Background: an optimization exercise with open tools, aiming at small area, a short achievable clock period and few clock cycles per item. Do not read the settings as production practice.
In this exercise RTL edits were held to simulation tests only and were not proved equivalent to the original.

==> trial 97: inputs <==
==> flow/design.v <==
module rt_decoder #(
    parameter integer NB = 80
) (
    input  wire            clk,
    input  wire            rst,
    input  wire            in_valid,
    output wire            in_ready,
    input  wire [6:0]      in_len,
    input  wire [8*NB-1:0] in_buf,
    output reg             out_valid,
    input  wire            out_ready,
    output reg  [1:0]      out_status,       
    output reg  [6:0]      out_need,         
    output wire [7:0]      out_wmask,
    output reg  [15:0]     out_mosfet_temp,
    output reg  [15:0]     out_motor_temp,
    output reg  [15:0]     out_duty,
    output reg  [31:0]     out_erpm,
    output reg  [15:0]     out_vin,
    output reg  [31:0]     out_tach,
    output reg  [31:0]     out_tach_abs,
    output reg  [7:0]      out_fault
);
    localparam [1:0] ST_DECODED = 2'd0;
    localparam [1:0] ST_TRUNC   = 2'd1;
    localparam [1:0] ST_OTHER   = 2'd2;
    assign in_ready = ~out_valid | out_ready;
    wire take = in_valid & in_ready;
    wire hold = ~take;
    wire [16*30-1:0] hv;
    genvar g;
    generate
        for (g = 0; g < 30; g = g + 1) begin : hw
            assign hv[16*g +: 16] = {in_buf[8*(1+2*g) +: 8], in_buf[8*(2+2*g) +: 8]};
        end
    endgenerate
    wire [7:0]  cmd  = in_buf[7:0];
    wire        is32 = (cmd == 8'h32);
    wire        is04 = (cmd == 8'h04);
    wire        is33 = (cmd == 8'h33);
    wire [31:0] m    = {in_buf[8*1 +: 8], in_buf[8*2 +: 8], in_buf[8*3 +: 8], in_buf[8*4 +: 8]};
    localparam [15:0] HW2 = 16'b1111_1110_0110_1100;    
    function automatic [8:0] ohsum4(input [3:0] mm, input [3:0] w2, input integer n);
        integer b;
        begin
            ohsum4 = 9'd1;
            for (b = 0; b < n; b = b + 1)
                if (mm[b]) ohsum4 = w2[b] ? (ohsum4 << 2) : (ohsum4 << 1);
        end
    endfunction
    function automatic [31:0] conv(input [31:0] a, input [31:0] b);
        integer x, y;
        begin
            conv = 32'd0;
            for (x = 0; x < 32; x = x + 1)
                for (y = 0; y < 32 - x; y = y + 1)
                    conv[x + y] = conv[x + y] | (a[x] & b[y]);
        end
    endfunction
    function automatic [4:0] enc(input [31:0] a);
        integer x;
        begin
            enc = 5'd0;
            for (x = 0; x < 32; x = x + 1)
                if (a[x]) enc = enc | x[4:0];
        end
    endfunction
    function automatic [5:0] ohpop(input [4:0] b, input integer n);
        integer x;
        begin
            ohpop = 6'd1;
            for (x = 0; x < n; x = x + 1)
                if (b[x]) ohpop = ohpop << 1;
        end
    endfunction
    function automatic [31:0] dbl(input [15:0] c);
        integer x;
        begin
            dbl = 32'd0;
            for (x = 0; x < 16; x = x + 1)
                dbl[2 * x] = c[x];
        end
    endfunction
    wire [31:0] c01   = {26'd0, ohpop({3'd0, m[1:0]}, 2)};         
    wire [31:0] c014  = {26'd0, ohpop({2'd0, m[4], m[1:0]}, 3)};   
    wire [31:0] c1    = conv(c014, {26'd0, ohpop({3'd0, m[8:7]}, 2)});   
    wire [31:0] c23   = {26'd0, ohpop({3'd0, m[3:2]}, 2)};
    wire [31:0] c2356 = conv(c23, {26'd0, ohpop({3'd0, m[6:5]}, 2)});
    wire [31:0] c2t   = conv(c2356, {26'd0, ohpop({1'd0, m[12:9]}, 4)});  
    wire [31:0] c2a   = m[13] ? {c2t[30:0], 1'b0} : c2t;
    wire [31:0] c2f   = conv(c2t, {26'd0, ohpop({2'd0, m[15:13]}, 3)});
    wire [31:0] o_duty  = conv(c01,  dbl(c23[15:0]));
    wire [31:0] o_erpm  = conv(c014, dbl(c23[15:0]));
    wire [31:0] o_vin   = conv(c014, dbl(c2356[15:0]));
    wire [31:0] o_tach  = conv(c1,   dbl(c2t[15:0]));
    wire [31:0] o_tacha = conv(c1,   dbl(c2a[15:0]));
    wire [31:0] o_fault = conv(c1,   dbl(c2f[15:0]));
    function automatic [3:0] gsum(input [3:0] mm, input [3:0] w2, input integer n);
        integer b;
        begin
            gsum = 4'd0;
            for (b = 0; b < n; b = b + 1)
                if (mm[b]) gsum = gsum + (w2[b] ? 4'd2 : 4'd1);
        end
    endfunction
    wire [3:0] t0 = gsum(m[3:0],   HW2[3:0],   4);
    wire [3:0] t1 = gsum(m[7:4],   HW2[7:4],   4);
    wire [3:0] t2 = gsum(m[11:8],  HW2[11:8],  4);
    wire [3:0] t3 = gsum(m[15:12], HW2[15:12], 4);
    wire [2:0] P1 = t0[2:0];
    wire [3:0] P2 = t0 + t1;
    wire [4:0] P3 = t0 + t1 + t2;
    wire [4:0] P4 = t0 + t1 + t2 + t3;
    wire tk33 = take & ~is04 & ~is32;
    wire tk32 = take & is32;
    wire tk04 = take & is04;
    function automatic [15:0] sel16(input [31:0] ok, input integer jhi,
                                    input integer j32, input integer j04,
                                    input t33, input t32, input t04,
                                    input [16*30-1:0] h);
        integer j;
        reg s;
        begin
            sel16 = 16'd0;
            for (j = 0; j < 30; j = j + 1) begin
                s = (t33 && j >= 2 && j <= jhi && ok[(j >= 2) ? j - 2 : 0]) ||
                    (t32 && j == j32) || (t04 && j == j04);
                if (s) sel16 = sel16 | h[16*j +: 16];
            end
        end
    endfunction
    wire [16*30-1:0] hv1 = hv >> 16;
    wire [31:0] o_motor = m[0] ? 32'd2 : 32'd1;
    wire [15:0] v_mosfet  = sel16(32'd1,    2,  2,  0, tk33, tk32, tk04, hv);
    wire [15:0] v_motor   = sel16(o_motor,  3,  3,  1, tk33, tk32, tk04, hv);
    wire [15:0] v_duty    = sel16(o_duty,   8,  4, 10, tk33, tk32, tk04, hv);
    wire [15:0] v_erpm_h  = sel16(o_erpm,   9,  5, 11, tk33, tk32, tk04, hv);
    wire [15:0] v_erpm_l  = sel16(o_erpm,   9,  5, 11, tk33, tk32, tk04, hv1);
    wire [15:0] v_vin     = sel16(o_vin,   13,  7, 13, tk33, tk32, tk04, hv);
    wire [15:0] v_tach_h  = sel16(o_tach,  23,  8, 22, tk33, tk32, tk04, hv);
    wire [15:0] v_tach_l  = sel16(o_tach,  23,  8, 22, tk33, tk32, tk04, hv1);
    wire [15:0] v_tacha_h = sel16(o_tacha, 25, 10, 24, tk33, tk32, tk04, hv);
    wire [15:0] v_tacha_l = sel16(o_tacha, 25, 10, 24, tk33, tk32, tk04, hv1);
    wire [15:0] v_fault   = sel16(o_fault, 29, 12, 26, tk33, tk32, tk04, hv);
    reg        c33_q, c32_q, c04_q;
    reg        lt5_q;           
    reg  [6:0] L_q;             
    reg [21:0] m_q;
    reg [2:0]  P1_q;
    reg [3:0]  P2_q;
    reg [4:0]  P3_q, P4_q;
    always @(posedge clk) begin
        if (rst)
            out_valid <= 1'b0;
        else if (take)
            out_valid <= 1'b1;
        else if (out_ready)
            out_valid <= 1'b0;
        if (take) begin
            c33_q     <= is33;
            c32_q     <= is32;
            c04_q     <= is04;
            lt5_q     <= (in_len < 7'd5);
            L_q       <= in_len - 7'd5;
            m_q       <= m[21:0];
            P1_q      <= P1;
            P2_q      <= P2;
            P3_q      <= P3;
            P4_q      <= P4;
        end
        out_mosfet_temp <= v_mosfet | ({16{hold}} & out_mosfet_temp);
        out_motor_temp  <= v_motor  | ({16{hold}} & out_motor_temp);
        out_duty        <= v_duty   | ({16{hold}} & out_duty);
        out_erpm        <= {v_erpm_h, v_erpm_l} | ({32{hold}} & out_erpm);
        out_vin         <= v_vin    | ({16{hold}} & out_vin);
        out_tach        <= {v_tach_h, v_tach_l} | ({32{hold}} & out_tach);
        out_tach_abs    <= {v_tacha_h, v_tacha_l} | ({32{hold}} & out_tach_abs);
        out_fault       <= v_fault[15:8] | ({8{hold}} & out_fault);
    end
    wire [6:0] Lh_q = {1'b0, L_q[6:1]};
    wire [6:0] D0 = Lh_q;
    wire [6:0] D1 = Lh_q - {4'd0, P1_q};
    wire [6:0] D2 = Lh_q - {3'd0, P2_q};
    wire [6:0] D3 = Lh_q - {2'd0, P3_q};
    wire [7:0] D4 = {1'b0, L_q} - {2'd0, P4_q, 1'b0};
    wire gw0 = (D0[6:3] == 4'd0);
    wire gw1 = (D1[6:3] == 4'd0);
    wire gw2 = (D2[6:3] == 4'd0);
    wire gw3 = (D3[6:3] == 4'd0);
    wire gw4 = (D4[7:4] == 4'd0);
    wire [1:0] b4a = m_q[16] + m_q[17] + m_q[18];
    wire [1:0] b4b = m_q[19] + m_q[20] + m_q[21];
    wire [3:0] b4  = {2'b0, b4a} + {b4b, 2'b0};
    wire w_trunc = D4[7] | (D4[6:0] < {3'd0, b4});
    function automatic [2:0] lpre(input [3:0] mm, input [3:0] w2, input integer n);
        integer b;
        begin
            lpre = 3'd0;
            for (b = 0; b < n; b = b + 1)
                if (mm[b]) lpre = lpre + (w2[b] ? 3'd2 : 3'd1);
        end
    endfunction
    reg  [3:0] d1h;       
    reg  [2:0] rg;
    reg  [2:0] lp;
    reg        gw;
    reg  [3:0] lb;
    reg  [3:0] db;
    integer i;
    always @(*) begin
        d1h = 4'd0;
        for (i = 0; i < 16; i = i + 1) begin
            case (i / 4)
                0: begin rg = D0[2:0]; gw = gw0; end
                1: begin rg = D1[2:0]; gw = gw1; end
                2: begin rg = D2[2:0]; gw = gw2; end
                default: begin rg = D3[2:0]; gw = gw3; end
            endcase
            lp = lpre(m_q[(i/4)*4 +: 4], HW2[(i/4)*4 +: 4], i % 4);
            if (gw && m_q[i] && rg == lp) begin
                if (HW2[i]) begin
                    if (L_q[0]) d1h[2] = 1'b1; else d1h[3] = 1'b1;
                end else begin
                    if (L_q[0]) d1h[0] = 1'b1; else d1h[1] = 1'b1;
                end
            end
            if (gw && m_q[i] && HW2[i] && rg == lp + 3'd1) begin
                if (L_q[0]) d1h[0] = 1'b1; else d1h[1] = 1'b1;
            end
        end
        lb = 4'd0;
        for (i = 16; i < 22; i = i + 1) begin
            db = D4[3:0] - lb;
            if (i < 19) begin
                if (gw4 && m_q[i] && db == 4'd0) d1h[0] = 1'b1;
                lb = lb + {3'd0, m_q[i]};
            end else begin
                if (gw4 && m_q[i] && db[3:2] == 2'd0) d1h[3 - db[1:0]] = 1'b1;
                lb = lb + {1'b0, m_q[i], 2'd0};
            end
        end
    end
    wire [6:0] w_need = ({7{d1h[0]}} & (L_q + 7'd6)) | ({7{d1h[1]}} & (L_q + 7'd7)) |
                        ({7{d1h[2]}} & (L_q + 7'd8)) | ({7{d1h[3]}} & (L_q + 7'd9));
    assign out_wmask = c33_q ? {m_q[16], m_q[14], m_q[13], m_q[7], m_q[5], m_q[4], m_q[1], m_q[0]} : 8'hff;
    always @(*) begin
        out_status = ST_OTHER;
        out_need   = 7'd0;
        if (c32_q) begin
            if (lt5_q || L_q < 7'd21) begin out_status = ST_TRUNC; out_need = 7'd26; end
            else out_status = ST_DECODED;
        end else if (c04_q) begin
            if (lt5_q || L_q < 7'd49) begin out_status = ST_TRUNC; out_need = 7'd54; end
            else out_status = ST_DECODED;
        end else if (c33_q) begin
            if (lt5_q) begin out_status = ST_TRUNC; out_need = 7'd5; end
            else if (w_trunc) begin out_status = ST_TRUNC; out_need = w_need; end
            else out_status = ST_DECODED;
        end
    end
endmodule
==> flow/flow/run.sh <==
#!/bin/bash
# Standard ORFS layout (the standard.sh, standard synthesis) with the
# port buffers made of the smallest buffer instead of the default one.
set -o pipefail
bash standard.sh "BUFFER_PORTS_ARGS=-buffer_cell sky130_fd_sc_hd__buf_1" finish > flow_make.log 2>&1
==> flow/standard.sh <==
#!/bin/bash
# synth_recipe.tcl (not shown) runs the flow's synth.tcl, then flattens the netlist and writes it again
# the make line also repeats each setting of config.mk as NAME=value (left out here)
make -C /OpenROAD-flow-scripts/flow DESIGN_CONFIG=/design/flow/config.mk WORK_HOME=/design/flow/orfs CLKGATE_MAP_FILE= SYNTH_SCRIPT=/design/flow/synth_recipe.tcl "${@:-finish}"
==> flow/config.mk <==
export PLATFORM = sky130hd
export DESIGN_NAME = rt_decoder
export DESIGN_NICKNAME = rt_decoder
export VERILOG_FILES = /design/flow/design.v
export SDC_FILE = /design/flow/constraint.sdc
export NUM_CORES = 4
export LEC_CHECK = 0
export CAP_MARGIN = 20
export CORE_MARGIN = 2
export CORE_UTILIZATION = 25
export PLACE_DENSITY = 0.33
export SETUP_SLACK_MARGIN = 5
export SLEW_MARGIN = 20
==> flow/constraint.sdc <==
create_clock -name core_clock -period 12.0 [get_ports {clk}]
set_input_delay 2.4000 -clock core_clock [delete_from_list [all_inputs] [get_ports {clk}]]
set_output_delay 2.4000 -clock core_clock [all_outputs]
set_load 0.01 [all_outputs]
==> inputs of trial 78, as changes to trial 97 <==
--- a/flow/design.v
+++ b/flow/design.v
@@ -66,34 +66,4 @@
         end
     endfunction
-    function automatic [5:0] ohpop(input [4:0] b, input integer n);
-        integer x;
-        begin
-            ohpop = 6'd1;
-            for (x = 0; x < n; x = x + 1)
-                if (b[x]) ohpop = ohpop << 1;
-        end
-    endfunction
-    function automatic [31:0] dbl(input [15:0] c);
-        integer x;
-        begin
-            dbl = 32'd0;
-            for (x = 0; x < 16; x = x + 1)
-                dbl[2 * x] = c[x];
-        end
-    endfunction
-    wire [31:0] c01   = {26'd0, ohpop({3'd0, m[1:0]}, 2)};         
-    wire [31:0] c014  = {26'd0, ohpop({2'd0, m[4], m[1:0]}, 3)};   
-    wire [31:0] c1    = conv(c014, {26'd0, ohpop({3'd0, m[8:7]}, 2)});   
-    wire [31:0] c23   = {26'd0, ohpop({3'd0, m[3:2]}, 2)};
-    wire [31:0] c2356 = conv(c23, {26'd0, ohpop({3'd0, m[6:5]}, 2)});
-    wire [31:0] c2t   = conv(c2356, {26'd0, ohpop({1'd0, m[12:9]}, 4)});  
-    wire [31:0] c2a   = m[13] ? {c2t[30:0], 1'b0} : c2t;
-    wire [31:0] c2f   = conv(c2t, {26'd0, ohpop({2'd0, m[15:13]}, 3)});
-    wire [31:0] o_duty  = conv(c01,  dbl(c23[15:0]));
-    wire [31:0] o_erpm  = conv(c014, dbl(c23[15:0]));
-    wire [31:0] o_vin   = conv(c014, dbl(c2356[15:0]));
-    wire [31:0] o_tach  = conv(c1,   dbl(c2t[15:0]));
-    wire [31:0] o_tacha = conv(c1,   dbl(c2a[15:0]));
-    wire [31:0] o_fault = conv(c1,   dbl(c2f[15:0]));
     function automatic [3:0] gsum(input [3:0] mm, input [3:0] w2, input integer n);
         integer b;
@@ -108,8 +78,23 @@
     wire [3:0] t2 = gsum(m[11:8],  HW2[11:8],  4);
     wire [3:0] t3 = gsum(m[15:12], HW2[15:12], 4);
+    wire [4:0] k_duty  = t0;
+    wire [4:0] k_erpm  = t0 + m[4];
+    wire [4:0] k_vin   = t0 + gsum({1'b0, m[6:4]}, HW2[7:4], 3);
+    wire [4:0] k_tach  = t0 + t1 + t2 + {m[12], 1'b0};
+    wire [4:0] k_tacha = t0 + t1 + t2 + gsum({2'b0, m[13:12]}, HW2[15:12], 2);
+    wire [4:0] k_fault = t0 + t1 + t2 + t3;
+    function automatic [31:0] oh(input [4:0] k);
+        oh = 32'd1 << k;
+    endfunction
+    wire [31:0] o_duty  = oh(k_duty);
+    wire [31:0] o_erpm  = oh(k_erpm);
+    wire [31:0] o_vin   = oh(k_vin);
+    wire [31:0] o_tach  = oh(k_tach);
+    wire [31:0] o_tacha = oh(k_tacha);
+    wire [31:0] o_fault = oh(k_fault);
     wire [2:0] P1 = t0[2:0];
     wire [3:0] P2 = t0 + t1;
     wire [4:0] P3 = t0 + t1 + t2;
-    wire [4:0] P4 = t0 + t1 + t2 + t3;
+    wire [4:0] P4 = k_fault;
     wire tk33 = take & ~is04 & ~is32;
     wire tk32 = take & is32;
==> impl_metrics.toml <==
[synth]
synth_compound_area_share_pct = 47.47

[outcome]
status = "no timing/DRC/antenna violations"

[routing]
wl_per_cell_um = 47.29

[floorplan]
die_w_um = 334.0

[power]
p_int_mw = 2.285
p_total_mw = 4.350
switching_share_pct = 47.48

[timing]
finClkSkew_ns = 0.02104
-- figures above: trial 97

==> impl_metrics.toml <==
[routing]
wl_per_cell_um = 43.21

[power]
p_int_mw = 3.276
combinationalPowerShare_pct = 66.2
switching_share_pct = 53.66
p_total_mw = 7.070

[synth]
synth_compound_area_share_pct = 41.64

[timing]
finClkSkew_ns = 0.02873
timing.setup.tns_ns = 0

[floorplan]
die_w_um = 319.8

[outcome]
status = "no timing/DRC/antenna violations"
-- figures above: trial 78

Testbench counts of trial 97, summed over its fixed seeds: cycles 12,008, items 12,000.
Testbench counts of trial 78, summed over its fixed seeds: cycles 12,008, items 12,000.

what the ideal ports hide:
How much do the figures lean on ideal ports? The routed layouts below were timed once more, with nothing changed but the port constraints. Step 1 sets driving cells, clkbuf_16 on the clock port and buf_2 on the other inputs (assumed; they add their load-dependent delay and slew). Step 2 moves the port delays by t, midway between the first and last clock arrival at a register: inputs arrive t later, outputs are due t later. That takes back most of the time a late clock gives input paths. a / b / c = ideal ports / drivers / drivers and shift; a / b = the first two.
run | t, ns | setup WS [ns] | worst setup path after step 2
trial 97 | 0.722 | 4.926 / 4.988 / 4.266 | input to register
trial 78 | 0.695 | 4.938 / 4.857 / 4.423 | input to register
After both steps every run listed still meets setup and hold. For trial 97, which loses most, drivers alone change the setup slack by +0.062 ns; drivers and shift together by -0.660 ns.
